Background: an optimization exercise with open tools, aiming at small area, a short achievable clock period and few clock cycles per item. Do not read the settings as production practice.
Only simulation tests tie the RTL to the original design; equivalence was not proved.

==> flow/design.v, too long to show whole: its modules and the start of the top module <==
// module ctp_mul_a0: 619 lines
// module ctp_fmu_a0: 18 lines
// module ctp_mul_a1: 628 lines
// module ctp_fmu_a1: 18 lines
// module ctp_mul_a2: 707 lines
// module ctp_fmu_a2: 18 lines
// module ctp_mul_b0: 461 lines
// module ctp_fmu_b0: 18 lines
// module ctp_mul_b1: 712 lines
// module ctp_fmu_b1: 18 lines
// module ctp_mul_b2: 632 lines
// module ctp_fmu_b2: 18 lines
// module ctp_mul_v: 743 lines
// module ctp_fmu_v: 18 lines
// module ctp_mul_u: 587 lines
// module ctp_fmu_u: 18 lines
// module ctp_bk_add: 41 lines
// module ctp_bk_inc: 32 lines
// module ctp_fadd: 78 lines
// module ctp_faddp: 41 lines
// module ctp_fmul_pre: 63 lines
// module ctp_fmul_post: 19 lines
// module ctp_fadd2: 92 lines
// module ctp_faddp2: 53 lines
// module ctp_gamut: 152 lines
module ctp_gamut (
    input  wire        clk,
    input  wire        rst,
    input  wire        in_valid,
    output wire        in_ready,
    input  wire [31:0] in_r,
    input  wire [31:0] in_g,
    input  wire [31:0] in_b,
    output wire        out_valid,
    input  wire        out_ready,
    output wire [31:0] out_x0,
    output wire [31:0] out_x1,
    output wire [31:0] out_x2,
    output wire [15:0] out_y
);
  // ...
==> flow/run.sh <==
#!/bin/bash
# synth_recipe.tcl (not shown) runs the flow's synth.tcl, then flattens the netlist and writes it again
# the make line also repeats each setting of config.mk as NAME=value (left out here)
make -C /OpenROAD-flow-scripts/flow DESIGN_CONFIG=/design/flow/config.mk WORK_HOME=/design/flow/orfs CLKGATE_MAP_FILE= SYNTH_SCRIPT=/design/flow/synth_recipe.tcl finish
==> flow/config.mk <==
export PLATFORM = sky130hd
export DESIGN_NAME = ctp_gamut
export DESIGN_NICKNAME = ctp_gamut
export VERILOG_FILES = /design/flow/design.v
export SDC_FILE = /design/flow/constraint.sdc
export NUM_CORES = 4
export LEC_CHECK = 0
export CAP_MARGIN = 20
export CORE_MARGIN = 2
export CORE_UTILIZATION = 40
export SETUP_SLACK_MARGIN = 2
export SLEW_MARGIN = 20
==> flow/constraint.sdc <==
create_clock -name core_clock -period 25.0 [get_ports {clk}]
set_input_delay 5.0000 -clock core_clock [delete_from_list [all_inputs] [get_ports {clk}]]
set_output_delay 5.0000 -clock core_clock [all_outputs]
set_load 0.01 [all_outputs]
==> results.json, run 1 <==
{
  "post_synth_xor_area_fraction_pct": 3.658,
  "most-common-layout-cells": "inv_1, edfxtp_1, fa_1",
  "die_w_um": 664.2,
  "fin_hold_ws_ns": 0.3878,
  "globalRouteOverflowTotal": 0,
  "max_freq_mhz": 77.12,
  "totalWireLength_um": 508000,
  "tritoncts": "yes",
  "crit_path_start": "pc[1]$_SDFFE_PP1N_",
  "fraction_of_area_in_registers_pct": 30.75,
  "total_placed_cells_including_tap_cells": 22190,
  "grt_max_degree": 150,
  "period_minus_slack_ns": 12.97,
  "post_synth_mux_area_share_pct": 8.794,
  "timing.max_cap.violations": 0,
  "synth.top_cells.by_area": "edfxtp_1, fa_1, ha_1",
  "place.port_buffers": 210,
  "number_of_buffers_created_by_cts": 221,
  "multi_input_combinational": 11700,
  "netlist_top_cells_count": "inv_1, edfxtp_1, fa_1",
  "outcome": "timing/DRC/antenna clean",
  "highest-signal-layer": "met5",
  "nWellTaps": 5734,
  "grt_usage_pct": 22.66
}
Testbench counts, summed over its fixed seeds: cycles 16,072, items 8,000.
==> module ctp_fmu_a0, before the edit <==
module ctp_fmu_a0 (
    input  wire        clk,
    input  wire        en,
    input  wire [31:0] a,
    input  wire        sel,
    output wire [31:0] y
);
    wire [8:0]  inj;
    wire [14:0] info;
    wire [48:0] p;
    ctp_mul_a0 u_core (.x({a[30:23] != 8'd0, a[22:0]}), .sel(sel), .inj(inj), .p(p));
    ctp_fmul_pre #(.KA(32'h3CA64C30), .KB(32'h3EA894C4), .FTZ(0)) u_pre (.a(a), .sel(sel), .inj(inj), .info(info));
    reg [48:0] rp;
    reg [14:0] ri;
    always @(posedge clk)
        if (en) begin rp <= p; ri <= info; end
    ctp_fmul_post u_post (.p(rp), .info(ri), .y(y));
endmodule
==> module ctp_fmu_a1, before the edit <==
module ctp_fmu_a1 (
    input  wire        clk,
    input  wire        en,
    input  wire [31:0] a,
    input  wire        sel,
    output wire [31:0] y
);
    wire [8:0]  inj;
    wire [14:0] info;
    wire [48:0] p;
    ctp_mul_a1 u_core (.x({a[30:23] != 8'd0, a[22:0]}), .sel(sel), .inj(inj), .p(p));
    ctp_fmul_pre #(.KA(32'h3CA64C30), .KB(32'h3F6B6790), .FTZ(0)) u_pre (.a(a), .sel(sel), .inj(inj), .info(info));
    reg [48:0] rp;
    reg [14:0] ri;
    always @(posedge clk)
        if (en) begin rp <= p; ri <= info; end
    ctp_fmul_post u_post (.p(rp), .info(ri), .y(y));
endmodule
==> module ctp_fmu_a2, before the edit <==
module ctp_fmu_a2 (
    input  wire        clk,
    input  wire        en,
    input  wire [31:0] a,
    input  wire        sel,
    output wire [31:0] y
);
    wire [8:0]  inj;
    wire [14:0] info;
    wire [48:0] p;
    ctp_mul_a2 u_core (.x({a[30:23] != 8'd0, a[22:0]}), .sel(sel), .inj(inj), .p(p));
    ctp_fmul_pre #(.KA(32'h3CA64C30), .KB(32'h3DB45268), .FTZ(0)) u_pre (.a(a), .sel(sel), .inj(inj), .info(info));
    reg [48:0] rp;
    reg [14:0] ri;
    always @(posedge clk)
        if (en) begin rp <= p; ri <= info; end
    ctp_fmul_post u_post (.p(rp), .info(ri), .y(y));
endmodule
==> module ctp_fmu_b0, before the edit <==
module ctp_fmu_b0 (
    input  wire        clk,
    input  wire        en,
    input  wire [31:0] a,
    input  wire        sel,
    output wire [31:0] y
);
    wire [8:0]  inj;
    wire [14:0] info;
    wire [48:0] p;
    ctp_mul_b0 u_core (.x({a[30:23] != 8'd0, a[22:0]}), .sel(sel), .inj(inj), .p(p));
    ctp_fmul_pre #(.KA(32'h3F209DE0), .KB(32'h3D313DE0), .FTZ(0)) u_pre (.a(a), .sel(sel), .inj(inj), .info(info));
    reg [48:0] rp;
    reg [14:0] ri;
    always @(posedge clk)
        if (en) begin rp <= p; ri <= info; end
    ctp_fmul_post u_post (.p(rp), .info(ri), .y(y));
endmodule
==> module ctp_fmu_b1, before the edit <==
module ctp_fmu_b1 (
    input  wire        clk,
    input  wire        en,
    input  wire [31:0] a,
    input  wire        sel,
    output wire [31:0] y
);
    wire [8:0]  inj;
    wire [14:0] info;
    wire [48:0] p;
    ctp_mul_b1 u_core (.x({a[30:23] != 8'd0, a[22:0]}), .sel(sel), .inj(inj), .p(p));
    ctp_fmul_pre #(.KA(32'h3D8D914E), .KB(32'h3C397AE0), .FTZ(0)) u_pre (.a(a), .sel(sel), .inj(inj), .info(info));
    reg [48:0] rp;
    reg [14:0] ri;
    always @(posedge clk)
        if (en) begin rp <= p; ri <= info; end
    ctp_fmul_post u_post (.p(rp), .info(ri), .y(y));
endmodule
==> module ctp_fmu_b2, before the edit <==
module ctp_fmu_b2 (
    input  wire        clk,
    input  wire        en,
    input  wire [31:0] a,
    input  wire        sel,
    output wire [31:0] y
);
    wire [8:0]  inj;
    wire [14:0] info;
    wire [48:0] p;
    ctp_mul_b2 u_core (.x({a[30:23] != 8'd0, a[22:0]}), .sel(sel), .inj(inj), .p(p));
    ctp_fmul_pre #(.KA(32'h3C868A5E), .KB(32'h3F654728), .FTZ(0)) u_pre (.a(a), .sel(sel), .inj(inj), .info(info));
    reg [48:0] rp;
    reg [14:0] ri;
    always @(posedge clk)
        if (en) begin rp <= p; ri <= info; end
    ctp_fmul_post u_post (.p(rp), .info(ri), .y(y));
endmodule
==> module ctp_fmu_v, before the edit <==
module ctp_fmu_v (
    input  wire        clk,
    input  wire        en,
    input  wire [31:0] a,
    input  wire        sel,
    output wire [31:0] y
);
    wire [8:0]  inj;
    wire [14:0] info;
    wire [48:0] p;
    ctp_mul_v u_core (.x({a[30:23] != 8'd0, a[22:0]}), .sel(sel), .inj(inj), .p(p));
    ctp_fmul_pre #(.KA(32'h3E86809D), .KB(32'h3F2D9168), .FTZ(1)) u_pre (.a(a), .sel(sel), .inj(inj), .info(info));
    reg [48:0] rp;
    reg [14:0] ri;
    always @(posedge clk)
        if (en) begin rp <= p; ri <= info; end
    ctp_fmul_post u_post (.p(rp), .info(ri), .y(y));
endmodule
==> module ctp_fmu_u, before the edit <==
module ctp_fmu_u (
    input  wire        clk,
    input  wire        en,
    input  wire [31:0] a,
    input  wire        sel,
    output wire [31:0] y
);
    wire [8:0]  inj;
    wire [14:0] info;
    wire [48:0] p;
    ctp_mul_u u_core (.x({a[30:23] != 8'd0, a[22:0]}), .sel(sel), .inj(inj), .p(p));
    ctp_fmul_pre #(.KA(32'h3D72E48F), .KB(32'h3D72E48F), .FTZ(1)) u_pre (.a(a), .sel(sel), .inj(inj), .info(info));
    reg [48:0] rp;
    reg [14:0] ri;
    always @(posedge clk)
        if (en) begin rp <= p; ri <= info; end
    ctp_fmul_post u_post (.p(rp), .info(ri), .y(y));
endmodule
==> module ctp_fadd2, before the edit <==
module ctp_fadd2 (
    input  wire        clk,
    input  wire        en,
    input  wire [31:0] a,
    input  wire [31:0] b,
    output wire [31:0] y
);
    wire        an   = (a[30:23] != 8'd0);
    wire        bn   = (b[30:23] != 8'd0);
    wire [7:0]  ea   = {a[30:24], a[23] | ~an};
    wire [7:0]  eb   = {b[30:24], b[23] | ~bn};
    wire [23:0] ma   = {an, a[22:0]};
    wire [23:0] mb   = {bn, b[22:0]};
    wire [8:0]  dab  = {1'b0, ea} - {1'b0, eb};
    wire [7:0]  dba  = eb - ea;
    wire        agb  = ~dab[8];                  
    wire [7:0]  d    = agb ? dab[7:0] : dba;
    wire [23:0] mbig = agb ? ma : mb;
    wire [23:0] msml = agb ? mb : ma;
    wire [7:0]  ebig = agb ? ea : eb;
    wire        sbig = agb ? a[31] : b[31];
    wire        ssml = agb ? b[31] : a[31];
    wire        sub  = a[31] ^ b[31];
    wire        near = sub & (d[7:1] == 7'd0);
    wire        far  = (d > 8'd26);
    reg  [26:0] al;
    reg         st;
    always @* begin
        al = {msml, 3'b000};
        st = 1'b0;
        if (d[0]) begin st = st | al[0];           al = {1'b0,  al[26:1]};  end
        if (d[1]) begin st = st | (|al[1:0]);      al = {2'b0,  al[26:2]};  end
        if (d[2]) begin st = st | (|al[3:0]);      al = {4'b0,  al[26:4]};  end
        if (d[3]) begin st = st | (|al[7:0]);      al = {8'b0,  al[26:8]};  end
        if (d[4]) begin st = st | (|al[15:0]);     al = {16'b0, al[26:16]}; end
        if (far) begin al = 27'd0; st = (msml != 24'd0); end
    end
    wire [26:0] sml_al = {al[26:1], al[0] | st};
    wire [26:0] fs;
    wire        fc;
    ctp_bk_add #(27) u_far (.a({mbig, 3'b000}), .b(sub ? ~sml_al : sml_al), .ci(sub),
                            .s(fs), .co(fc));
    wire        fov  = fc & ~sub;                
    wire        fun  = sub & ~fs[26];            
    wire [24:0] nx  = {mbig, 1'b0};
    wire [24:0] ny  = d[0] ? {1'b0, msml} : {msml, 1'b0};
    wire [24:0] d1, d2;
    wire        c1, c2;
    ctp_bk_add #(25) u_n1 (.a(nx), .b(~ny), .ci(1'b1), .s(d1), .co(c1));
    ctp_bk_add #(25) u_n2 (.a(ny), .b(~nx), .ci(1'b1), .s(d2), .co(c2));
    wire        neg = ~c1;                       
    wire [24:0] m   = neg ? d2 : d1;
    reg  [26:0] r;           
    reg  [7:0]  re;          
    reg         rnear, rov, run, rs;
    always @(posedge clk)
        if (en) begin
            r     <= near ? {2'b00, m} : fs;
            re    <= ebig;
            rnear <= near;
            rov   <= fov;
            run   <= fun;
            rs    <= near ? (neg ? ssml : sbig) : sbig;
        end
    wire [26:0] fr   = rov ? {1'b1, r[26:2], r[1] | r[0]} :
                       run ? {r[25:0], 1'b0} : r;
    wire [7:0]  fe1  = rov ? re : (run ? re - 8'd2 : re - 8'd1);
    wire [23:0] fk   = fr[26:3];
    wire        finc = fr[2] & (fr[1] | fr[0] | fk[0]);
    wire [30:0] fv;
    wire        fvc;
    ctp_bk_inc #(31) u_frnd (.a({fe1 + {7'd0, fk[23]}, fk[22:0]}), .ci(finc), .s(fv), .co(fvc));
    wire [24:0] nm = r[24:0];
    reg  [4:0]  lz;
    integer k;
    always @* begin
        lz = 5'd25;
        for (k = 0; k < 25; k = k + 1)
            if (nm[k]) lz = 5'd24 - k[4:0];
    end
    wire [7:0]  lim = re - 8'd1;
    wire [4:0]  lsh = ({3'd0, lz} > lim) ? lim[4:0] : lz;
    wire [24:0] nn  = nm << lsh;
    wire [7:0]  ne1 = re - 8'd1 - {3'd0, lsh};
    wire [30:0] nvr;
    wire        nvc;
    ctp_bk_inc #(23) u_nrnd0 (.a(nm[23:1]), .ci(nm[0] & nm[1]), .s(nvr[22:0]), .co(nvc));
    assign nvr[30:23] = re + {7'd0, nvc};
    wire [30:0] nve = (nm == 25'd0) ? 31'd0 : {ne1 + {7'd0, nn[24]}, nn[23:1]};
    wire [30:0] nv  = nm[24] ? nvr : nve;
    assign y = {rs, rnear ? nv : fv};
endmodule
==> module ctp_faddp2, before the edit <==
module ctp_faddp2 (
    input  wire        clk,
    input  wire        en,
    input  wire [30:0] a,
    input  wire [30:0] b,
    output wire [30:0] y
);
    wire        swap = (a[30:23] < b[30:23]);
    wire [30:0] big  = swap ? b : a;
    wire [30:0] sml  = swap ? a : b;
    wire        bn   = (big[30:23] != 8'd0);
    wire        sn   = (sml[30:23] != 8'd0);
    wire [23:0] mbig = {bn, big[22:0]};
    wire [23:0] msml = {sn, sml[22:0]};
    wire [7:0]  d    = big[30:23] - sml[30:23];
    wire        far  = (d > 8'd26);
    reg  [26:0] al;
    reg         st;
    always @* begin
        al = {msml, 3'b000};
        st = 1'b0;
        if (d[0]) begin st = st | al[0];           al = {1'b0,  al[26:1]};  end
        if (d[1]) begin st = st | (|al[1:0]);      al = {2'b0,  al[26:2]};  end
        if (d[2]) begin st = st | (|al[3:0]);      al = {4'b0,  al[26:4]};  end
        if (d[3]) begin st = st | (|al[7:0]);      al = {8'b0,  al[26:8]};  end
        if (d[4]) begin st = st | (|al[15:0]);     al = {16'b0, al[26:16]}; end
        if (far) begin al = 27'd0; st = sn; end
    end
    wire [26:0] sml_al = {al[26:1], al[0] | st};
    wire [26:0] sum_s;
    wire        sum_c;
    ctp_bk_add #(27) u_sum (.a({mbig, 3'b000}), .b(sml_al), .ci(1'b0), .s(sum_s), .co(sum_c));
    reg  [26:0] r;
    reg         rc, rbn;
    reg  [7:0]  re;
    always @(posedge clk)
        if (en) begin
            r   <= sum_s;
            rc  <= sum_c;
            rbn <= bn;
            re  <= big[30:23];
        end
    wire [26:0] norm  = rc ? {1'b1, r[26:2], r[1] | r[0]} : r;
    wire [7:0]  e_res = re + {7'd0, rc};
    wire [23:0] kept  = norm[26:3];
    wire        guard = norm[2];
    wire        stk   = norm[1] | norm[0];
    wire        inc   = guard & (stk | kept[0]);
    wire [30:0] rr;
    wire        rco;
    ctp_bk_inc #(31) u_rnd (.a({e_res, kept[22:0]}), .ci(inc), .s(rr), .co(rco));
    assign y = rbn ? rr : 31'd0;
endmodule
==> module ctp_gamut, before the edit <==
module ctp_gamut (
    input  wire        clk,
    input  wire        rst,
    input  wire        in_valid,
    output wire        in_ready,
    input  wire [31:0] in_r,
    input  wire [31:0] in_g,
    input  wire [31:0] in_b,
    output wire        out_valid,
    input  wire        out_ready,
    output wire [31:0] out_x0,
    output wire [31:0] out_x1,
    output wire [31:0] out_x2,
    output wire [15:0] out_y
);
    localparam integer LAST = 17;
    reg            ph;              
    reg  [19:0]    pc;
    reg  [LAST:0]  vs;              
    reg            ov;              
    wire           en   = ~(ov & vs[LAST]);
    wire           take = in_valid & in_ready;
    wire           ev   = en & ~ph;     
    wire           od   = en & ph;      
    assign in_ready = en & ph;
    always @(posedge clk) begin
        if (rst) begin
            ph <= 1'b1;
            pc <= {20{1'b1}};
            vs <= {(LAST + 1){1'b0}};
            ov <= 1'b0;
        end else begin
            if (en) begin
                ph <= ~ph;
                pc <= ~pc;
                vs <= {vs[LAST-1:0], take};
            end
            ov <= (vs[LAST] & ~ov) | (ov & ~out_ready);
        end
    end
    reg [31:0] in0, in1, in2;
    always @(posedge clk)
        if (od) begin in0 <= in_r; in1 <= in_g; in2 <= in_b; end
    function [1:0] cls(input [31:0] v);    
        cls = {(v[30:23] == 8'hFF) && (v[22:0] != 23'd0), (v[30:23] == 8'hFF) && (v[22:0] == 23'd0)};
    endfunction
    wire [1:0] c_r = cls(in0), c_g = cls(in1), c_b = cls(in2);
    wire any_nan  = c_r[1] | c_g[1] | c_b[1];
    wire any_pinf = (c_r[0] & ~in0[31]) | (c_g[0] & ~in1[31]) | (c_b[0] & ~in2[31]);
    wire any_ninf = (c_r[0] & in0[31]) | (c_g[0] & in1[31]) | (c_b[0] & in2[31]);
    reg  [1:0] f1, f2, f3, f4;      
    always @(posedge clk)
        if (od) begin
            f1 <= {any_nan | any_pinf | any_ninf, ~any_nan & any_pinf & ~any_ninf};
            f2 <= f1;
            f3 <= f2;
            f4 <= f3;
        end
    reg  [31:0] n0, n1, n2;
    reg  [31:0] p00, p01, p02, p10, p11, p12, p20, p21, p22;
    wire [31:0] ya0, ya1, ya2, yb0, yb1, yb2;
    ctp_fmu_a0 u_a0 (.clk(clk), .en(en), .a(pc[0] ? n0 : in0), .sel(~pc[3]), .y(ya0));
    ctp_fmu_a1 u_a1 (.clk(clk), .en(en), .a(pc[1] ? n1 : in1), .sel(~pc[4]), .y(ya1));
    ctp_fmu_a2 u_a2 (.clk(clk), .en(en), .a(pc[2] ? n2 : in2), .sel(~pc[5]), .y(ya2));
    ctp_fmu_b0 u_b0 (.clk(clk), .en(en), .a(n0), .sel(~pc[6]), .y(yb0));
    ctp_fmu_b1 u_b1 (.clk(clk), .en(en), .a(n1), .sel(~pc[7]), .y(yb1));
    ctp_fmu_b2 u_b2 (.clk(clk), .en(en), .a(n2), .sel(~pc[8]), .y(yb2));
    always @(posedge clk) begin
        if (od) begin
            n0 <= ya0; n1 <= ya1; n2 <= ya2;
            p00 <= yb0; p01 <= yb1; p02 <= yb2;
        end
        if (ev) begin
            p10 <= ya0; p11 <= ya1; p12 <= ya2;
            p20 <= yb0; p21 <= yb1; p22 <= yb2;
        end
    end
    reg  [31:0] s0, s1, s2, p02d, p12d, p22d;
    wire [31:0] y0, y1, y2;
    ctp_fadd2 u_u0 (.clk(clk), .en(en), .a(pc[9]  ? p10 : p00), .b(pc[10] ? p11  : p01),  .y(y0));
    ctp_fadd2 u_u1 (.clk(clk), .en(en), .a(pc[11] ? p20 : s0),  .b(pc[12] ? p21  : p02d), .y(y1));
    ctp_fadd2 u_u2 (.clk(clk), .en(en), .a(pc[13] ? s1  : s2),  .b(pc[14] ? p12d : p22d), .y(y2));
    function [30:0] clamp(input [31:0] v, input [1:0] f);
        if (f[1])
            clamp = f[0] ? 31'h3F800000 : 31'd0;
        else if (v[31])
            clamp = 31'd0;
        else if (v[30:23] >= 8'd127)
            clamp = 31'h3F800000;
        else
            clamp = v[30:0];
    endfunction
    reg [30:0] x0, x1, x2;
    always @(posedge clk) begin
        if (od) begin
            s0 <= y0; p02d <= p02;
            x0 <= clamp(y1, f3);
            x2 <= clamp(y2, f4);
        end
        if (ev) begin
            s1 <= y0; s2 <= y1; p12d <= p12; p22d <= p22;
            x1 <= clamp(y2, f4);
        end
    end
    reg  [30:0] q0, q1, q2, q2d, t, d;
    wire [31:0] yv_l, yu_l;
    wire [30:0] yw;
    ctp_fmu_v u_v (.clk(clk), .en(en), .a({1'b0, pc[15] ? x1 : x0}), .sel(~pc[16]), .y(yv_l));
    ctp_fmu_u u_u (.clk(clk), .en(en), .a({1'b0, x2}), .sel(1'b1), .y(yu_l));
    ctp_faddp2 u_w (.clk(clk), .en(en), .a(pc[17] ? q0 : t), .b(pc[18] ? q1 : q2d), .y(yw));
    always @(posedge clk) begin
        if (od) begin q0 <= yv_l[30:0]; q2 <= yu_l[30:0]; q2d <= q2; d <= yw; end
        if (ev) begin q1 <= yv_l[30:0]; t <= yw; end
    end
    wire [7:0]  de  = d[30:23];
    wire [23:0] dm  = {de != 8'd0, d[22:0]};
    wire [37:0] tp  = ({14'd0, dm} << 13) + ({14'd0, dm} << 11) - ({14'd0, dm} << 8) + ({14'd0, dm} << 4);
    wire        t37 = tp[37];
    wire [24:0] tk  = t37 ? {1'b0, tp[37:14]} : {1'b0, tp[36:13]};
    wire        tg  = t37 ? tp[13] : tp[12];
    wire        tst = t37 ? (dm[8:0] != 9'd0) : (dm[7:0] != 8'd0);
    wire        tin = tg & (tst | tk[0]);
    wire [24:0] tr  = tk + {24'd0, tin};
    wire [8:0]  sh  = 9'd136 - {1'b0, de} - {8'd0, t37};
    reg  [24:0] ytr;
    reg  [8:0]  ysh;
    always @(posedge clk)
        if (en) begin ytr <= tr; ysh <= sh; end
    wire [24:0] tw  = (ysh > 9'd24) ? 25'd0 : (ytr >> ysh[4:0]);
    wire [15:0] yv  = tw[16:1] + {15'd0, tw[0]};
    reg [30:0] x0a, x0b, x0c, x0d, x1a, x1b, x1c, x1d, x2a, x2b, x2c;
    always @(posedge clk) begin
        if (od) begin
            x0a <= x0;  x0b <= x0a; x0c <= x0b; x0d <= x0c;
            x2a <= x2;  x2b <= x2a; x2c <= x2b;
        end
        if (ev) begin
            x1a <= x1;  x1b <= x1a; x1c <= x1b; x1d <= x1c;
        end
    end
    reg [30:0] o_x0, o_x1, o_x2;
    reg [15:0] o_y;
    always @(posedge clk)
        if (vs[LAST] & en) begin
            o_x0 <= x0d; o_x1 <= x1d; o_x2 <= x2c; o_y <= yv;
        end
    assign out_valid = ov;
    assign out_x0 = {1'b0, o_x0};
    assign out_x1 = {1'b0, o_x1};
    assign out_x2 = {1'b0, o_x2};
    assign out_y  = o_y;
endmodule
==> run 2: changes to the inputs <==
--- a/flow/design.v
+++ b/flow/design.v
@@ -4,3 +4,4 @@
     input  wire [8:0]  inj,
-    output wire [48:0] p
+    output wire [48:0] ra,
+    output wire [48:0] rb
 );
@@ -614,6 +615,4 @@
     wire w607 = w95 & 1'b1;
-    wire [48:0] ra = {1'b1, 1'b1, w606, w604, w602, w600, w598, w596, w594, w592, w590, w588, w586, w584, w582, w580, w578, w576, w574, w572, w570, w568, w566, w564, w562, w560, w558, w556, w554, w552, w550, w548, w546, w544, w542, w540, w538, w536, w534, w532, w530, w528, w526, w99, w98, w97, w96, 1'b0, 1'b0};
-    wire [48:0] rb = {1'b0, w607, w605, w603, w601, w599, w597, w595, w593, w591, w589, w587, w585, w583, w581, w579, w577, w575, w573, w571, w569, w567, w565, w563, w561, w559, w557, w555, w553, w551, w549, w547, w545, w543, w541, w539, w537, w535, w533, w531, w529, w527, ~sel, 1'b0, sel, 1'b0, 1'b0, 1'b0, 1'b0};
-    wire co;
-    ctp_bk_add #(49) u_cpa (.a(ra), .b(rb), .ci(1'b0), .s(p), .co(co));
+    assign ra = {1'b1, 1'b1, w606, w604, w602, w600, w598, w596, w594, w592, w590, w588, w586, w584, w582, w580, w578, w576, w574, w572, w570, w568, w566, w564, w562, w560, w558, w556, w554, w552, w550, w548, w546, w544, w542, w540, w538, w536, w534, w532, w530, w528, w526, w99, w98, w97, w96, 1'b0, 1'b0};
+    assign rb = {1'b0, w607, w605, w603, w601, w599, w597, w595, w593, w591, w589, w587, w585, w583, w581, w579, w577, w575, w573, w571, w569, w567, w565, w563, w561, w559, w557, w555, w553, w551, w549, w547, w545, w543, w541, w539, w537, w535, w533, w531, w529, w527, ~sel, 1'b0, sel, 1'b0, 1'b0, 1'b0, 1'b0};
 endmodule
@@ -628,10 +627,13 @@
     wire [14:0] info;
-    wire [48:0] p;
-    ctp_mul_a0 u_core (.x({a[30:23] != 8'd0, a[22:0]}), .sel(sel), .inj(inj), .p(p));
+    wire [48:0] ra, rb;
+    ctp_mul_a0 u_core (.x({a[30:23] != 8'd0, a[22:0]}), .sel(sel), .inj(inj), .ra(ra), .rb(rb));
     ctp_fmul_pre #(.KA(32'h3CA64C30), .KB(32'h3EA894C4), .FTZ(0)) u_pre (.a(a), .sel(sel), .inj(inj), .info(info));
-    reg [48:0] rp;
+    reg [48:0] rsa, rsb;
     reg [14:0] ri;
     always @(posedge clk)
-        if (en) begin rp <= p; ri <= info; end
-    ctp_fmul_post u_post (.p(rp), .info(ri), .y(y));
+        if (en) begin rsa <= ra; rsb <= rb; ri <= info; end
+    wire [48:0] p;
+    wire        co;
+    ctp_bk_add #(49) u_cpa (.a(rsa), .b(rsb), .ci(1'b0), .s(p), .co(co));
+    ctp_fmul_post u_post (.p(p), .info(ri), .y(y));
 endmodule
@@ -641,3 +643,4 @@
     input  wire [8:0]  inj,
-    output wire [48:0] p
+    output wire [48:0] ra,
+    output wire [48:0] rb
 );
@@ -1260,6 +1263,4 @@
     wire w616 = (w200 & 1'b1) | (w534 & (w200 ^ 1'b1));
-    wire [48:0] ra = {1'b1, w615, w613, w611, w609, w607, w605, w603, w601, w599, w597, w595, w593, w591, w589, w587, w585, w583, w581, w579, w577, w575, w573, w571, w569, w567, w565, w563, w561, w559, w557, w555, w553, w551, w549, w547, w545, w543, w541, w539, w537, w535, w2, w1, w0, 1'b0, 1'b0, 1'b0, 1'b0};
-    wire [48:0] rb = {w616, w614, w612, w610, w608, w606, w604, w602, w600, w598, w596, w594, w592, w590, w588, w586, w584, w582, w580, w578, w576, w574, w572, w570, w568, w566, w564, w562, w560, w558, w556, w554, w552, w550, w548, w546, w544, w542, w540, w538, w536, ~sel, w24, 1'b0, sel, 1'b0, 1'b0, 1'b0, 1'b0};
-    wire co;
-    ctp_bk_add #(49) u_cpa (.a(ra), .b(rb), .ci(1'b0), .s(p), .co(co));
+    assign ra = {1'b1, w615, w613, w611, w609, w607, w605, w603, w601, w599, w597, w595, w593, w591, w589, w587, w585, w583, w581, w579, w577, w575, w573, w571, w569, w567, w565, w563, w561, w559, w557, w555, w553, w551, w549, w547, w545, w543, w541, w539, w537, w535, w2, w1, w0, 1'b0, 1'b0, 1'b0, 1'b0};
+    assign rb = {w616, w614, w612, w610, w608, w606, w604, w602, w600, w598, w596, w594, w592, w590, w588, w586, w584, w582, w580, w578, w576, w574, w572, w570, w568, w566, w564, w562, w560, w558, w556, w554, w552, w550, w548, w546, w544, w542, w540, w538, w536, ~sel, w24, 1'b0, sel, 1'b0, 1'b0, 1'b0, 1'b0};
 endmodule
@@ -1274,10 +1275,13 @@
     wire [14:0] info;
-    wire [48:0] p;
-    ctp_mul_a1 u_core (.x({a[30:23] != 8'd0, a[22:0]}), .sel(sel), .inj(inj), .p(p));
+    wire [48:0] ra, rb;
+    ctp_mul_a1 u_core (.x({a[30:23] != 8'd0, a[22:0]}), .sel(sel), .inj(inj), .ra(ra), .rb(rb));
     ctp_fmul_pre #(.KA(32'h3CA64C30), .KB(32'h3F6B6790), .FTZ(0)) u_pre (.a(a), .sel(sel), .inj(inj), .info(info));
-    reg [48:0] rp;
+    reg [48:0] rsa, rsb;
     reg [14:0] ri;
     always @(posedge clk)
-        if (en) begin rp <= p; ri <= info; end
-    ctp_fmul_post u_post (.p(rp), .info(ri), .y(y));
+        if (en) begin rsa <= ra; rsb <= rb; ri <= info; end
+    wire [48:0] p;
+    wire        co;
+    ctp_bk_add #(49) u_cpa (.a(rsa), .b(rsb), .ci(1'b0), .s(p), .co(co));
+    ctp_fmul_post u_post (.p(p), .info(ri), .y(y));
 endmodule
@@ -1287,3 +1291,4 @@
     input  wire [8:0]  inj,
-    output wire [48:0] p
+    output wire [48:0] ra,
+    output wire [48:0] rb
 );
@@ -1985,6 +1990,4 @@
     wire w695 = (w255 & 1'b1) | (w609 & (w255 ^ 1'b1));
-    wire [48:0] ra = {1'b1, w694, w692, w690, w688, w686, w684, w682, w680, w678, w676, w674, w672, w670, w668, w666, w664, w662, w660, w658, w656, w654, w652, w650, w648, w646, w644, w642, w640, w638, w636, w634, w632, w630, w628, w626, w624, w622, w620, w618, w616, w614, w612, w610, w49, w48, 1'b0, 1'b0, 1'b0};
-    wire [48:0] rb = {w695, w693, w691, w689, w687, w685, w683, w681, w679, w677, w675, w673, w671, w669, w667, w665, w663, w661, w659, w657, w655, w653, w651, w649, w647, w645, w643, w641, w639, w637, w635, w633, w631, w629, w627, w625, w623, w621, w619, w617, w615, w613, w611, ~sel, sel, 1'b0, 1'b0, 1'b0, 1'b0};
-    wire co;
-    ctp_bk_add #(49) u_cpa (.a(ra), .b(rb), .ci(1'b0), .s(p), .co(co));
+    assign ra = {1'b1, w694, w692, w690, w688, w686, w684, w682, w680, w678, w676, w674, w672, w670, w668, w666, w664, w662, w660, w658, w656, w654, w652, w650, w648, w646, w644, w642, w640, w638, w636, w634, w632, w630, w628, w626, w624, w622, w620, w618, w616, w614, w612, w610, w49, w48, 1'b0, 1'b0, 1'b0};
+    assign rb = {w695, w693, w691, w689, w687, w685, w683, w681, w679, w677, w675, w673, w671, w669, w667, w665, w663, w661, w659, w657, w655, w653, w651, w649, w647, w645, w643, w641, w639, w637, w635, w633, w631, w629, w627, w625, w623, w621, w619, w617, w615, w613, w611, ~sel, sel, 1'b0, 1'b0, 1'b0, 1'b0};
 endmodule
@@ -1999,10 +2002,13 @@
     wire [14:0] info;
-    wire [48:0] p;
-    ctp_mul_a2 u_core (.x({a[30:23] != 8'd0, a[22:0]}), .sel(sel), .inj(inj), .p(p));
+    wire [48:0] ra, rb;
+    ctp_mul_a2 u_core (.x({a[30:23] != 8'd0, a[22:0]}), .sel(sel), .inj(inj), .ra(ra), .rb(rb));
     ctp_fmul_pre #(.KA(32'h3CA64C30), .KB(32'h3DB45268), .FTZ(0)) u_pre (.a(a), .sel(sel), .inj(inj), .info(info));
-    reg [48:0] rp;
+    reg [48:0] rsa, rsb;
     reg [14:0] ri;
     always @(posedge clk)
-        if (en) begin rp <= p; ri <= info; end
-    ctp_fmul_post u_post (.p(rp), .info(ri), .y(y));
+        if (en) begin rsa <= ra; rsb <= rb; ri <= info; end
+    wire [48:0] p;
+    wire        co;
+    ctp_bk_add #(49) u_cpa (.a(rsa), .b(rsb), .ci(1'b0), .s(p), .co(co));
+    ctp_fmul_post u_post (.p(p), .info(ri), .y(y));
 endmodule
@@ -2012,3 +2018,4 @@
     input  wire [8:0]  inj,
-    output wire [48:0] p
+    output wire [48:0] ra,
+    output wire [48:0] rb
 );
@@ -2464,6 +2471,4 @@
     wire w449 = (w171 & 1'b1) | (w371 & (w171 ^ 1'b1));
-    wire [48:0] ra = {1'b1, w448, w446, w444, w442, w440, w438, w436, w434, w432, w430, w428, w426, w424, w422, w420, w418, w416, w414, w412, w410, w408, w406, w404, w402, w400, w398, w396, w394, w392, w390, w388, w386, w384, w382, w380, w378, w376, w374, w372, w3, w2, w1, w0, 1'b0, 1'b0, 1'b0, 1'b0, 1'b0};
-    wire [48:0] rb = {w449, w447, w445, w443, w441, w439, w437, w435, w433, w431, w429, w427, w425, w423, w421, w419, w417, w415, w413, w411, w409, w407, w405, w403, w401, w399, w397, w395, w393, w391, w389, w387, w385, w383, w381, w379, w377, w375, w373, 1'b1, 1'b0, 1'b0, 1'b0, 1'b1, 1'b0, 1'b0, 1'b0, 1'b0, 1'b0};
-    wire co;
-    ctp_bk_add #(49) u_cpa (.a(ra), .b(rb), .ci(1'b0), .s(p), .co(co));
+    assign ra = {1'b1, w448, w446, w444, w442, w440, w438, w436, w434, w432, w430, w428, w426, w424, w422, w420, w418, w416, w414, w412, w410, w408, w406, w404, w402, w400, w398, w396, w394, w392, w390, w388, w386, w384, w382, w380, w378, w376, w374, w372, w3, w2, w1, w0, 1'b0, 1'b0, 1'b0, 1'b0, 1'b0};
+    assign rb = {w449, w447, w445, w443, w441, w439, w437, w435, w433, w431, w429, w427, w425, w423, w421, w419, w417, w415, w413, w411, w409, w407, w405, w403, w401, w399, w397, w395, w393, w391, w389, w387, w385, w383, w381, w379, w377, w375, w373, 1'b1, 1'b0, 1'b0, 1'b0, 1'b1, 1'b0, 1'b0, 1'b0, 1'b0, 1'b0};
 endmodule
@@ -2478,10 +2483,13 @@
     wire [14:0] info;
-    wire [48:0] p;
-    ctp_mul_b0 u_core (.x({a[30:23] != 8'd0, a[22:0]}), .sel(sel), .inj(inj), .p(p));
+    wire [48:0] ra, rb;
+    ctp_mul_b0 u_core (.x({a[30:23] != 8'd0, a[22:0]}), .sel(sel), .inj(inj), .ra(ra), .rb(rb));
     ctp_fmul_pre #(.KA(32'h3F209DE0), .KB(32'h3D313DE0), .FTZ(0)) u_pre (.a(a), .sel(sel), .inj(inj), .info(info));
-    reg [48:0] rp;
+    reg [48:0] rsa, rsb;
     reg [14:0] ri;
     always @(posedge clk)
-        if (en) begin rp <= p; ri <= info; end
-    ctp_fmul_post u_post (.p(rp), .info(ri), .y(y));
+        if (en) begin rsa <= ra; rsb <= rb; ri <= info; end
+    wire [48:0] p;
+    wire        co;
+    ctp_bk_add #(49) u_cpa (.a(rsa), .b(rsb), .ci(1'b0), .s(p), .co(co));
+    ctp_fmul_post u_post (.p(p), .info(ri), .y(y));
 endmodule
@@ -2491,3 +2499,4 @@
     input  wire [8:0]  inj,
-    output wire [48:0] p
+    output wire [48:0] ra,
+    output wire [48:0] rb
 );
@@ -3194,6 +3203,4 @@
     wire w700 = (w228 & 1'b1) | (w614 & (w228 ^ 1'b1));
-    wire [48:0] ra = {1'b1, w699, w697, w695, w693, w691, w689, w687, w685, w683, w681, w679, w677, w675, w673, w671, w669, w667, w665, w663, w661, w659, w657, w655, w653, w651, w649, w647, w645, w643, w641, w639, w637, w635, w633, w631, w629, w627, w625, w623, w621, w619, w617, w615, w27, w26, w25, w24, 1'b0};
-    wire [48:0] rb = {w700, w698, w696, w694, w692, w690, w688, w686, w684, w682, w680, w678, w676, w674, w672, w670, w668, w666, w664, w662, w660, w658, w656, w654, w652, w650, w648, w646, w644, w642, w640, w638, w636, w634, w632, w630, w628, w626, w624, w622, w620, w618, w616, ~sel, w52, 1'b0, 1'b0, sel, 1'b0};
-    wire co;
-    ctp_bk_add #(49) u_cpa (.a(ra), .b(rb), .ci(1'b0), .s(p), .co(co));
+    assign ra = {1'b1, w699, w697, w695, w693, w691, w689, w687, w685, w683, w681, w679, w677, w675, w673, w671, w669, w667, w665, w663, w661, w659, w657, w655, w653, w651, w649, w647, w645, w643, w641, w639, w637, w635, w633, w631, w629, w627, w625, w623, w621, w619, w617, w615, w27, w26, w25, w24, 1'b0};
+    assign rb = {w700, w698, w696, w694, w692, w690, w688, w686, w684, w682, w680, w678, w676, w674, w672, w670, w668, w666, w664, w662, w660, w658, w656, w654, w652, w650, w648, w646, w644, w642, w640, w638, w636, w634, w632, w630, w628, w626, w624, w622, w620, w618, w616, ~sel, w52, 1'b0, 1'b0, sel, 1'b0};
 endmodule
@@ -3208,10 +3215,13 @@
     wire [14:0] info;
-    wire [48:0] p;
-    ctp_mul_b1 u_core (.x({a[30:23] != 8'd0, a[22:0]}), .sel(sel), .inj(inj), .p(p));
+    wire [48:0] ra, rb;
+    ctp_mul_b1 u_core (.x({a[30:23] != 8'd0, a[22:0]}), .sel(sel), .inj(inj), .ra(ra), .rb(rb));
     ctp_fmul_pre #(.KA(32'h3D8D914E), .KB(32'h3C397AE0), .FTZ(0)) u_pre (.a(a), .sel(sel), .inj(inj), .info(info));
-    reg [48:0] rp;
+    reg [48:0] rsa, rsb;
     reg [14:0] ri;
     always @(posedge clk)
-        if (en) begin rp <= p; ri <= info; end
-    ctp_fmul_post u_post (.p(rp), .info(ri), .y(y));
+        if (en) begin rsa <= ra; rsb <= rb; ri <= info; end
+    wire [48:0] p;
+    wire        co;
+    ctp_bk_add #(49) u_cpa (.a(rsa), .b(rsb), .ci(1'b0), .s(p), .co(co));
+    ctp_fmul_post u_post (.p(p), .info(ri), .y(y));
 endmodule
@@ -3221,3 +3231,4 @@
     input  wire [8:0]  inj,
-    output wire [48:0] p
+    output wire [48:0] ra,
+    output wire [48:0] rb
 );
@@ -3844,6 +3855,4 @@
     wire w620 = w228 & 1'b1;
-    wire [48:0] ra = {1'b1, w619, w617, w615, w613, w611, w609, w607, w605, w603, w601, w599, w597, w595, w593, w591, w589, w587, w585, w583, w581, w579, w577, w575, w573, w571, w569, w567, w565, w563, w561, w559, w557, w555, w553, w551, w549, w547, w545, w543, w541, w539, w537, w535, w27, w26, w25, w24, 1'b0};
-    wire [48:0] rb = {w620, w618, w616, w614, w612, w610, w608, w606, w604, w602, w600, w598, w596, w594, w592, w590, w588, w586, w584, w582, w580, w578, w576, w574, w572, w570, w568, w566, w564, w562, w560, w558, w556, w554, w552, w550, w548, w546, w544, w542, w540, w538, w536, sel, 1'b0, 1'b0, 1'b0, sel, 1'b0};
-    wire co;
-    ctp_bk_add #(49) u_cpa (.a(ra), .b(rb), .ci(1'b0), .s(p), .co(co));
+    assign ra = {1'b1, w619, w617, w615, w613, w611, w609, w607, w605, w603, w601, w599, w597, w595, w593, w591, w589, w587, w585, w583, w581, w579, w577, w575, w573, w571, w569, w567, w565, w563, w561, w559, w557, w555, w553, w551, w549, w547, w545, w543, w541, w539, w537, w535, w27, w26, w25, w24, 1'b0};
+    assign rb = {w620, w618, w616, w614, w612, w610, w608, w606, w604, w602, w600, w598, w596, w594, w592, w590, w588, w586, w584, w582, w580, w578, w576, w574, w572, w570, w568, w566, w564, w562, w560, w558, w556, w554, w552, w550, w548, w546, w544, w542, w540, w538, w536, sel, 1'b0, 1'b0, 1'b0, sel, 1'b0};
 endmodule
@@ -3858,10 +3867,13 @@
     wire [14:0] info;
-    wire [48:0] p;
-    ctp_mul_b2 u_core (.x({a[30:23] != 8'd0, a[22:0]}), .sel(sel), .inj(inj), .p(p));
+    wire [48:0] ra, rb;
+    ctp_mul_b2 u_core (.x({a[30:23] != 8'd0, a[22:0]}), .sel(sel), .inj(inj), .ra(ra), .rb(rb));
     ctp_fmul_pre #(.KA(32'h3C868A5E), .KB(32'h3F654728), .FTZ(0)) u_pre (.a(a), .sel(sel), .inj(inj), .info(info));
-    reg [48:0] rp;
+    reg [48:0] rsa, rsb;
     reg [14:0] ri;
     always @(posedge clk)
-        if (en) begin rp <= p; ri <= info; end
-    ctp_fmul_post u_post (.p(rp), .info(ri), .y(y));
+        if (en) begin rsa <= ra; rsb <= rb; ri <= info; end
+    wire [48:0] p;
+    wire        co;
+    ctp_bk_add #(49) u_cpa (.a(rsa), .b(rsb), .ci(1'b0), .s(p), .co(co));
+    ctp_fmul_post u_post (.p(p), .info(ri), .y(y));
 endmodule
@@ -3871,3 +3883,4 @@
     input  wire [8:0]  inj,
-    output wire [48:0] p
+    output wire [48:0] ra,
+    output wire [48:0] rb
 );
@@ -4605,6 +4618,4 @@
     wire w731 = (w259 & 1'b1) | (w639 & (w259 ^ 1'b1));
-    wire [48:0] ra = {1'b1, w730, w728, w726, w724, w722, w720, w718, w716, w714, w712, w710, w708, w706, w704, w702, w700, w698, w696, w694, w692, w690, w688, w686, w684, w682, w680, w678, w676, w674, w672, w670, w668, w666, w664, w662, w660, w658, w656, w654, w652, w650, w648, w646, w644, w642, w640, w25, w24};
-    wire [48:0] rb = {w731, w729, w727, w725, w723, w721, w719, w717, w715, w713, w711, w709, w707, w705, w703, w701, w699, w697, w695, w693, w691, w689, w687, w685, w683, w681, w679, w677, w675, w673, w671, w669, w667, w665, w663, w661, w659, w657, w655, w653, w651, w649, w647, w645, w643, w641, sel, 1'b0, 1'b0};
-    wire co;
-    ctp_bk_add #(49) u_cpa (.a(ra), .b(rb), .ci(1'b0), .s(p), .co(co));
+    assign ra = {1'b1, w730, w728, w726, w724, w722, w720, w718, w716, w714, w712, w710, w708, w706, w704, w702, w700, w698, w696, w694, w692, w690, w688, w686, w684, w682, w680, w678, w676, w674, w672, w670, w668, w666, w664, w662, w660, w658, w656, w654, w652, w650, w648, w646, w644, w642, w640, w25, w24};
+    assign rb = {w731, w729, w727, w725, w723, w721, w719, w717, w715, w713, w711, w709, w707, w705, w703, w701, w699, w697, w695, w693, w691, w689, w687, w685, w683, w681, w679, w677, w675, w673, w671, w669, w667, w665, w663, w661, w659, w657, w655, w653, w651, w649, w647, w645, w643, w641, sel, 1'b0, 1'b0};
 endmodule
@@ -4619,10 +4630,13 @@
     wire [14:0] info;
-    wire [48:0] p;
-    ctp_mul_v u_core (.x({a[30:23] != 8'd0, a[22:0]}), .sel(sel), .inj(inj), .p(p));
+    wire [48:0] ra, rb;
+    ctp_mul_v u_core (.x({a[30:23] != 8'd0, a[22:0]}), .sel(sel), .inj(inj), .ra(ra), .rb(rb));
     ctp_fmul_pre #(.KA(32'h3E86809D), .KB(32'h3F2D9168), .FTZ(1)) u_pre (.a(a), .sel(sel), .inj(inj), .info(info));
-    reg [48:0] rp;
+    reg [48:0] rsa, rsb;
     reg [14:0] ri;
     always @(posedge clk)
-        if (en) begin rp <= p; ri <= info; end
-    ctp_fmul_post u_post (.p(rp), .info(ri), .y(y));
+        if (en) begin rsa <= ra; rsb <= rb; ri <= info; end
+    wire [48:0] p;
+    wire        co;
+    ctp_bk_add #(49) u_cpa (.a(rsa), .b(rsb), .ci(1'b0), .s(p), .co(co));
+    ctp_fmul_post u_post (.p(p), .info(ri), .y(y));
 endmodule
@@ -4632,3 +4646,4 @@
     input  wire [8:0]  inj,
-    output wire [48:0] p
+    output wire [48:0] ra,
+    output wire [48:0] rb
 );
@@ -5210,6 +5225,4 @@
     wire w575 = w215 & 1'b1;
-    wire [48:0] ra = {1'b1, w574, w572, w570, w568, w566, w564, w562, w560, w558, w556, w554, w552, w550, w548, w546, w544, w542, w540, w538, w536, w534, w532, w530, w528, w526, w524, w522, w520, w518, w516, w514, w512, w510, w508, w506, w504, w502, w500, w498, w496, w494, w6, w5, w4, w3, w2, w1, w0};
-    wire [48:0] rb = {w575, w573, w571, w569, w567, w565, w563, w561, w559, w557, w555, w553, w551, w549, w547, w545, w543, w541, w539, w537, w535, w533, w531, w529, w527, w525, w523, w521, w519, w517, w515, w513, w511, w509, w507, w505, w503, w501, w499, w497, w495, w48, w26, w25, w24, 1'b0, 1'b0, 1'b0, 1'b1};
-    wire co;
-    ctp_bk_add #(49) u_cpa (.a(ra), .b(rb), .ci(1'b0), .s(p), .co(co));
+    assign ra = {1'b1, w574, w572, w570, w568, w566, w564, w562, w560, w558, w556, w554, w552, w550, w548, w546, w544, w542, w540, w538, w536, w534, w532, w530, w528, w526, w524, w522, w520, w518, w516, w514, w512, w510, w508, w506, w504, w502, w500, w498, w496, w494, w6, w5, w4, w3, w2, w1, w0};
+    assign rb = {w575, w573, w571, w569, w567, w565, w563, w561, w559, w557, w555, w553, w551, w549, w547, w545, w543, w541, w539, w537, w535, w533, w531, w529, w527, w525, w523, w521, w519, w517, w515, w513, w511, w509, w507, w505, w503, w501, w499, w497, w495, w48, w26, w25, w24, 1'b0, 1'b0, 1'b0, 1'b1};
 endmodule
@@ -5224,10 +5237,13 @@
     wire [14:0] info;
-    wire [48:0] p;
-    ctp_mul_u u_core (.x({a[30:23] != 8'd0, a[22:0]}), .sel(sel), .inj(inj), .p(p));
+    wire [48:0] ra, rb;
+    ctp_mul_u u_core (.x({a[30:23] != 8'd0, a[22:0]}), .sel(sel), .inj(inj), .ra(ra), .rb(rb));
     ctp_fmul_pre #(.KA(32'h3D72E48F), .KB(32'h3D72E48F), .FTZ(1)) u_pre (.a(a), .sel(sel), .inj(inj), .info(info));
-    reg [48:0] rp;
+    reg [48:0] rsa, rsb;
     reg [14:0] ri;
     always @(posedge clk)
-        if (en) begin rp <= p; ri <= info; end
-    ctp_fmul_post u_post (.p(rp), .info(ri), .y(y));
+        if (en) begin rsa <= ra; rsb <= rb; ri <= info; end
+    wire [48:0] p;
+    wire        co;
+    ctp_bk_add #(49) u_cpa (.a(rsa), .b(rsb), .ci(1'b0), .s(p), .co(co));
+    ctp_fmul_post u_post (.p(p), .info(ri), .y(y));
 endmodule
@@ -5306,121 +5322,2 @@
 endmodule
-module ctp_fadd (
-    input  wire [31:0] a,
-    input  wire [31:0] b,
-    output wire [31:0] y
-);
-    wire        an   = (a[30:23] != 8'd0);
-    wire        bn   = (b[30:23] != 8'd0);
-    wire [7:0]  ea   = {a[30:24], a[23] | ~an};
-    wire [7:0]  eb   = {b[30:24], b[23] | ~bn};
-    wire [23:0] ma   = {an, a[22:0]};
-    wire [23:0] mb   = {bn, b[22:0]};
-    wire [8:0]  dab  = {1'b0, ea} - {1'b0, eb};
-    wire [7:0]  dba  = eb - ea;
-    wire        agb  = ~dab[8];                  
-    wire [7:0]  d    = agb ? dab[7:0] : dba;
-    wire [23:0] mbig = agb ? ma : mb;
-    wire [23:0] msml = agb ? mb : ma;
-    wire [7:0]  ebig = agb ? ea : eb;
-    wire        sbig = agb ? a[31] : b[31];
-    wire        ssml = agb ? b[31] : a[31];
-    wire        sub  = a[31] ^ b[31];
-    wire        near = sub & (d[7:1] == 7'd0);
-    wire        far  = (d > 8'd26);
-    reg  [26:0] al;
-    reg         st;
-    always @* begin
-        al = {msml, 3'b000};
-        st = 1'b0;
-        if (d[0]) begin st = st | al[0];           al = {1'b0,  al[26:1]};  end
-        if (d[1]) begin st = st | (|al[1:0]);      al = {2'b0,  al[26:2]};  end
-        if (d[2]) begin st = st | (|al[3:0]);      al = {4'b0,  al[26:4]};  end
-        if (d[3]) begin st = st | (|al[7:0]);      al = {8'b0,  al[26:8]};  end
-        if (d[4]) begin st = st | (|al[15:0]);     al = {16'b0, al[26:16]}; end
-        if (far) begin al = 27'd0; st = (msml != 24'd0); end
-    end
-    wire [26:0] sml_al = {al[26:1], al[0] | st};
-    wire [26:0] fs;
-    wire        fc;
-    ctp_bk_add #(27) u_far (.a({mbig, 3'b000}), .b(sub ? ~sml_al : sml_al), .ci(sub),
-                            .s(fs), .co(fc));
-    wire        fov  = fc & ~sub;                
-    wire        fun  = sub & ~fs[26];            
-    wire [26:0] fr   = fov ? {1'b1, fs[26:2], fs[1] | fs[0]} :
-                       fun ? {fs[25:0], 1'b0} : fs;
-    wire [7:0]  fe1  = fov ? ebig : (fun ? ebig - 8'd2 : ebig - 8'd1);
-    wire [23:0] fk   = fr[26:3];
-    wire        finc = fr[2] & (fr[1] | fr[0] | fk[0]);
-    wire [30:0] fv;
-    wire        fvc;
-    ctp_bk_inc #(31) u_frnd (.a({fe1 + {7'd0, fk[23]}, fk[22:0]}), .ci(finc), .s(fv), .co(fvc));
-    wire [24:0] nx  = {mbig, 1'b0};
-    wire [24:0] ny  = d[0] ? {1'b0, msml} : {msml, 1'b0};
-    wire [24:0] d1, d2;
-    wire        c1, c2;
-    ctp_bk_add #(25) u_n1 (.a(nx), .b(~ny), .ci(1'b1), .s(d1), .co(c1));
-    ctp_bk_add #(25) u_n2 (.a(ny), .b(~nx), .ci(1'b1), .s(d2), .co(c2));
-    wire        neg = ~c1;                       
-    wire [24:0] m   = neg ? d2 : d1;
-    wire        nsg = neg ? ssml : sbig;
-    reg  [4:0]  lz;
-    integer k;
-    always @* begin
-        lz = 5'd25;
-        for (k = 0; k < 25; k = k + 1)
-            if (m[k]) lz = 5'd24 - k[4:0];
-    end
-    wire [7:0]  lim = ebig - 8'd1;
-    wire [4:0]  lsh = ({3'd0, lz} > lim) ? lim[4:0] : lz;
-    wire [24:0] nn  = m << lsh;
-    wire [7:0]  ne1 = ebig - 8'd1 - {3'd0, lsh};
-    wire [30:0] nvr;
-    wire        nvc;
-    ctp_bk_inc #(23) u_nrnd0 (.a(m[23:1]), .ci(m[0] & m[1]), .s(nvr[22:0]), .co(nvc));
-    assign nvr[30:23] = ebig + {7'd0, nvc};
-    wire [30:0] nve = (m == 25'd0) ? 31'd0 : {ne1 + {7'd0, nn[24]}, nn[23:1]};
-    wire [30:0] nv  = m[24] ? nvr : nve;
-    assign y = near ? {nsg, nv} : {sbig, fv};
-endmodule
-module ctp_faddp (
-    input  wire [30:0] a,
-    input  wire [30:0] b,
-    output wire [30:0] y
-);
-    wire        swap = (a[30:23] < b[30:23]);
-    wire [30:0] big  = swap ? b : a;
-    wire [30:0] sml  = swap ? a : b;
-    wire        bn   = (big[30:23] != 8'd0);
-    wire        sn   = (sml[30:23] != 8'd0);
-    wire [23:0] mbig = {bn, big[22:0]};
-    wire [23:0] msml = {sn, sml[22:0]};
-    wire [7:0]  d    = big[30:23] - sml[30:23];
-    wire        far  = (d > 8'd26);
-    reg  [26:0] al;
-    reg         st;
-    always @* begin
-        al = {msml, 3'b000};
-        st = 1'b0;
-        if (d[0]) begin st = st | al[0];           al = {1'b0,  al[26:1]};  end
-        if (d[1]) begin st = st | (|al[1:0]);      al = {2'b0,  al[26:2]};  end
-        if (d[2]) begin st = st | (|al[3:0]);      al = {4'b0,  al[26:4]};  end
-        if (d[3]) begin st = st | (|al[7:0]);      al = {8'b0,  al[26:8]};  end
-        if (d[4]) begin st = st | (|al[15:0]);     al = {16'b0, al[26:16]}; end
-        if (far) begin al = 27'd0; st = sn; end
-    end
-    wire [26:0] sml_al = {al[26:1], al[0] | st};
-    wire [26:0] sum_s;
-    wire        sum_c;
-    ctp_bk_add #(27) u_sum (.a({mbig, 3'b000}), .b(sml_al), .ci(1'b0), .s(sum_s), .co(sum_c));
-    wire [26:0] norm  = sum_c ? {1'b1, sum_s[26:2], sum_s[1] | sum_s[0]} : sum_s;
-    wire [7:0]  e_res = big[30:23] + {7'd0, sum_c};
-    wire [23:0] kept  = norm[26:3];
-    wire        guard = norm[2];
-    wire        stk   = norm[1] | norm[0];
-    wire        inc   = guard & (stk | kept[0]);
-    wire [30:0] r;
-    wire        rc;
-    ctp_bk_inc #(31) u_rnd (.a({e_res, kept[22:0]}), .ci(inc), .s(r), .co(rc));
-    assign y = bn ? r : 31'd0;
-endmodule
 module ctp_fmul_pre #(
@@ -5545,8 +5442,2 @@
     wire [26:0] sml_al = {al[26:1], al[0] | st};
-    wire [26:0] fs;
-    wire        fc;
-    ctp_bk_add #(27) u_far (.a({mbig, 3'b000}), .b(sub ? ~sml_al : sml_al), .ci(sub),
-                            .s(fs), .co(fc));
-    wire        fov  = fc & ~sub;                
-    wire        fun  = sub & ~fs[26];            
     wire [24:0] nx  = {mbig, 1'b0};
@@ -5559,16 +5450,22 @@
     wire [24:0] m   = neg ? d2 : d1;
-    reg  [26:0] r;           
+    reg  [23:0] ra;          
+    reg  [26:0] rb;          
     reg  [7:0]  re;          
-    reg         rnear, rov, run, rs;
+    reg         rnear, rsub, rs;
     always @(posedge clk)
         if (en) begin
-            r     <= near ? {2'b00, m} : fs;
+            ra    <= mbig;
+            rb    <= near ? {2'b00, m} : (sub ? ~sml_al : sml_al);
             re    <= ebig;
             rnear <= near;
-            rov   <= fov;
-            run   <= fun;
+            rsub  <= sub;
             rs    <= near ? (neg ? ssml : sbig) : sbig;
         end
-    wire [26:0] fr   = rov ? {1'b1, r[26:2], r[1] | r[0]} :
-                       run ? {r[25:0], 1'b0} : r;
+    wire [26:0] fs;
+    wire        fc;
+    ctp_bk_add #(27) u_far (.a({ra, 3'b000}), .b(rb), .ci(rsub), .s(fs), .co(fc));
+    wire        rov  = fc & ~rsub;               
+    wire        run  = rsub & ~fs[26];           
+    wire [26:0] fr   = rov ? {1'b1, fs[26:2], fs[1] | fs[0]} :
+                       run ? {fs[25:0], 1'b0} : fs;
     wire [7:0]  fe1  = rov ? re : (run ? re - 8'd2 : re - 8'd1);
@@ -5579,3 +5476,3 @@
     ctp_bk_inc #(31) u_frnd (.a({fe1 + {7'd0, fk[23]}, fk[22:0]}), .ci(finc), .s(fv), .co(fvc));
-    wire [24:0] nm = r[24:0];
+    wire [24:0] nm = rb[24:0];
     reg  [4:0]  lz;
@@ -5628,7 +5525,5 @@
     wire [26:0] sml_al = {al[26:1], al[0] | st};
-    wire [26:0] sum_s;
-    wire        sum_c;
-    ctp_bk_add #(27) u_sum (.a({mbig, 3'b000}), .b(sml_al), .ci(1'b0), .s(sum_s), .co(sum_c));
-    reg  [26:0] r;
-    reg         rc, rbn;
+    reg  [23:0] rmb;
+    reg  [26:0] rsa;
+    reg         rbn;
     reg  [7:0]  re;
@@ -5636,4 +5531,4 @@
         if (en) begin
-            r   <= sum_s;
-            rc  <= sum_c;
+            rmb <= mbig;
+            rsa <= sml_al;
             rbn <= bn;
@@ -5641,2 +5536,5 @@
         end
+    wire [26:0] r;
+    wire        rc;
+    ctp_bk_add #(27) u_sum (.a({rmb, 3'b000}), .b(rsa), .ci(1'b0), .s(r), .co(rc));
     wire [26:0] norm  = rc ? {1'b1, r[26:2], r[1] | r[0]} : r;
@@ -5676,3 +5574,7 @@
     wire           od   = en & ph;      
-    assign in_ready = en & ph;
+    reg            rdy;
+    wire           ph_n = en ? ~ph : ph;
+    wire           vl_n = en ? vs[LAST-1] : vs[LAST];
+    wire           ov_n = (vs[LAST] & ~ov) | (ov & ~out_ready);
+    assign in_ready = rdy;
     always @(posedge clk) begin
@@ -5680,2 +5582,3 @@
             ph <= 1'b1;
+            rdy <= 1'b1;
             pc <= {20{1'b1}};
@@ -5689,3 +5592,4 @@
             end
-            ov <= (vs[LAST] & ~ov) | (ov & ~out_ready);
+            ov <= ov_n;
+            rdy <= ph_n & ~(ov_n & vl_n);
         end
==> run 2 against run 1 <==
Still clean. Synthesized area up 11%. Core utilization up 0.44 points. Register-to-register slack better by 3.3 ns. Cell area up 12%.
==> results.json, run 2 <==
{
  "postSynth.asyncResetShare_pct": 0,
  "post_synth_xor_area_fraction_pct": 3.071,
  "synth_area_per_cell_um2": 10.90,
  "min-delay-path-class": "register to register",
  "mappedNetlistArea_mm2": 0.1941,
  "postCtsHoldBufs": 0,
  "synth_sequential_area_ratio_pct": 39.21,
  "timing_hold_violations_final": 0,
  "synthesis.instances": 17800,
  "area_growth_syn_to_fin_pct": 9.935,
  "die_w_um": 700.6,
  "adder_and_majority_cell_fraction_of_the_synthesized_area_pct": 23.56,
  "cp_common_cell": "o21ai_0",
  "die_area_mm2": 0.4909,
  "timing.critical_path.arrival_ns": 10.34,
  "cts.clk_slew.worst_paths_ns": 0.07,
  "final.setup.tns_ns": 0,
  "timing.critical_path.slowest_stage_cell": "buf_4",
  "buffers_from_clock_root_to_sink_at_most": 4,
  "period_minus_slack_ns": 9.629,
  "worst_slew_margin_relative_to_its_limit_pct": 18.00,
  "grt_pass1_vias": 133000,
  "antenna_violating_nets_left": 0,
  "crit_path_start": "pc[10]$_SDFFE_PP1N_",
  "setup_repair_after_global_routing_missed_its_margin": "false",
  "grt_antenna_before_repair": 25,
  "most-common-layout-cells": "edfxtp_1, inv_1, fa_1",
  "clock_sink_count": 2548,
  "grt_first_pass_wirelength_um": 847800,
  "detail_route.iter0.violations": 12560,
  "post_synth_mux_area_share_pct": 7.637,
  "yosysUniqueCellTypes": 115,
  "cp-start-kind": "register",
  "synthMostInstantiatedCell": "edfxtp_1",
  "outcome": "timing/DRC/antenna clean",
  "worstPathMaxFanout": 74,
  "largest_register_ff_count": 48,
  "ys_seq_elements": 2548,
  "critical-path-max-stage-delay_ns": 0.71,
  "ys_dominant_reg_cell": "edfxtp_1",
  "synth.top_cells.by_area": "edfxtp_1, fa_1, ha_1",
  "setup_viol_count_final": 0,
  "dieHeight_um": 700.6,
  "timing.setup.critical_path_class": "register to register",
  "final_design_area_excluding_fillers_mm2": 0.2134,
  "totalWireLength_um": 566200,
  "clkLatencyLatePin_ns": 0.97,
  "largest_register": "u_u.rsa",
  "design.final.nets": 20650,
  "post_detailed_route_drc_marker_count": 0,
  "grt_max_degree": 150,
  "max_freq_mhz": 103.9,
  "dominant_combinational_cell_family_by_area_after_synthesis": "adder cells",
  "netlist_top_cells_count": "edfxtp_1, inv_1, fa_1",
  "tightest_slew_ns": 1.211,
  "rr_startpoint": "pc[10]$_SDFFE_PP1N_",
  "gpl.final_weighted_congestion": 0.9823,
  "place.port_buffers": 210,
  "vias_per_cell": 5.495,
  "grt_usage_pct": 22.65,
  "fp-row-count": 255,
  "mostFrequentLayoutCell": "edfxtp_1",
  "drt_first_pass_iters": 7,
  "finalClockSkew_ns": 0.07846,
  "cts_root_buffer": "clkbuf_16",
  "worst_ep_required_time_ns": 25.71,
  "core_mm2": 0.4827,
  "num_ports": 214,
  "number_of_enable_flip_flop_cells_after_synthesis": 2508,
  "number_of_buffers_created_by_cts": 295,
  "post_cts_resize_count": 0,
  "globalRouteOverflowTotal": 0,
  "post_drt_wl_per_cell_um": 23.11,
  "dp_hpwl_um": 447800,
  "timing.max_cap.violations": 0,
  "synthSimpleGateAreaFrac_pct": 9.652,
  "yosysWarningCount": 25,
  "min_from": "x1b[17]$_DFFE_PP_",
  "drive_above_1_share_pct": 6.674,
  "start_util_pct": 40.21,
  "maxSlewViolCount": 0,
  "tritoncts": "yes",
  "finalCritPeriodShare_pct": 38.52,
  "crit_end_element": "register",
  "post-synth-top-area-cell": "edfxtp_1",
  "post_cts_buffers": 0,
  "routed-via-count": 134600,
  "cts_max_level": 5,
  "compound_gate_fraction_of_synth_area_pct": 10.85,
  "synth.top_cell.area_share_pct": 38.80,
  "dp_area_mm2": 0.2035
}
## run 2: changes by cell type in the layout (fill, tap and decap cells not counted), moves of 77 or more
cell | before | now
clkbuf_16 | 221 | 299
edfxtp_1 | 1919 | 2508
mux2i_1 | 804 | 987
mux4_2 | 181 | 95
nand2_1 | 1256 | 1339
o211ai_1 | 51 | 128
o21ai_0 | 680 | 820
## run 2: worst paths after layout
path | end | slack (ns) | cells past startpoint
worst min register to register | x1c[17]$_DFFE_PP_ | 0.38 | 0
worst max register to register | u_u0.rb[21]$_DFFE_PN_ | 15.37 | 38
worst min-delay path | x1c[17]$_DFFE_PP_ | 0.38 | 0
worst max-delay path | u_u0.rb[21]$_DFFE_PN_ | 15.37 | 38
## run 2: final cells by class
cell class	instances	area [um^2]
clock buffers	365	7759
well taps	6425	8039
clock inverters	175	2067
fillers	44920	269300
flip-flops and latches	2548	76140
inverters	2351	8832
multi-input cells	12180	106600
repair buffers	453	3980
diodes	6	15.01
## run 2: logic make-up (layout without fill, tap and decap cells)
family                   after synthesis  in the layout
adder cells (fa/ha/maj)             2720           2720
multiplexers                        1331           1331
flip-flops                          2548           2548
XOR/XNOR                             679            679
buffers and inverters               3083           3344
other                                  2             16
AO/OA/AOI/OAI                       3366           3366
AND/OR/NAND/NOR                     4073           4073
## run 2: critical path, delay by kind of cell (launching register included)
| family | cells | cell delay (ns) |
|---|---|---|
| AO/OA/AOI/OAI | 20 | 4.12 |
| buffers and inverters | 6 | 1.69 |
| adder cells (fa/ha/maj) | 4 | 1.37 |
| multiplexers | 3 | 0.96 |
| AND/OR/NAND/NOR | 4 | 0.70 |
| flip-flops | 1 | 0.31 |
| XOR/XNOR | 1 | 0.14 |
## run 2: layer usage
layer / GRT usage (%) / vias to the layer above / routed length [um]
met2: 35.52 / 4851 / 254100
met1: 31.88 / 66580 / 248000
met4: 8.414 / 4 / 24260
met5: 0 / - / 21
met3: 3.319 / 980 / 39870
li1: - / 62210 / -
## run 2: stage by stage
stage | hold slack [ns] | util (%) | instances | setup WS [ns]
2_1_floorplan | 0.4003 | - | 17810 | 6.303
3_3_place_gp | 0.4006 | 42.16 | 23950 | 15.63
3_5_place_dp | 0.4045 | 42.16 | 23950 | 15.54
4_1_cts | 0.3832 | 44.20 | 24490 | 15.49
5_1_grt | 0.3946 | 44.20 | 24500 | 14.73
6_report | 0.3839 | 44.21 | 24500 | 15.37
Testbench counts of run 2, summed over its fixed seeds: cycles 16,072, items 8,000.

==> re-timing with driven ports <==
How much do the figures lean on ideal ports? The routed layouts below were timed once more, with nothing changed but the port constraints. Step 1: set_driving_cell puts a clkbuf_16 on clk and a buf_2 on each other input, an assumption about the parent block. Step 2 times the ports against the registers' clock, not the clock port: input delays grow and output delays shrink by t, the midpoint of the rising clock arrivals with the driver on. Slacks: no drivers / after step 1 / after step 2; pairs: no drivers / after step 1.
run	shift t [ns]	setup WS [ns]	worst setup path after step 2
run 1	1.052	12.033 / 12.033 / 12.033	register to register
run 2	1.062	15.371 / 15.371 / 15.371	register to register
After both steps setup and hold are still met in every run listed.
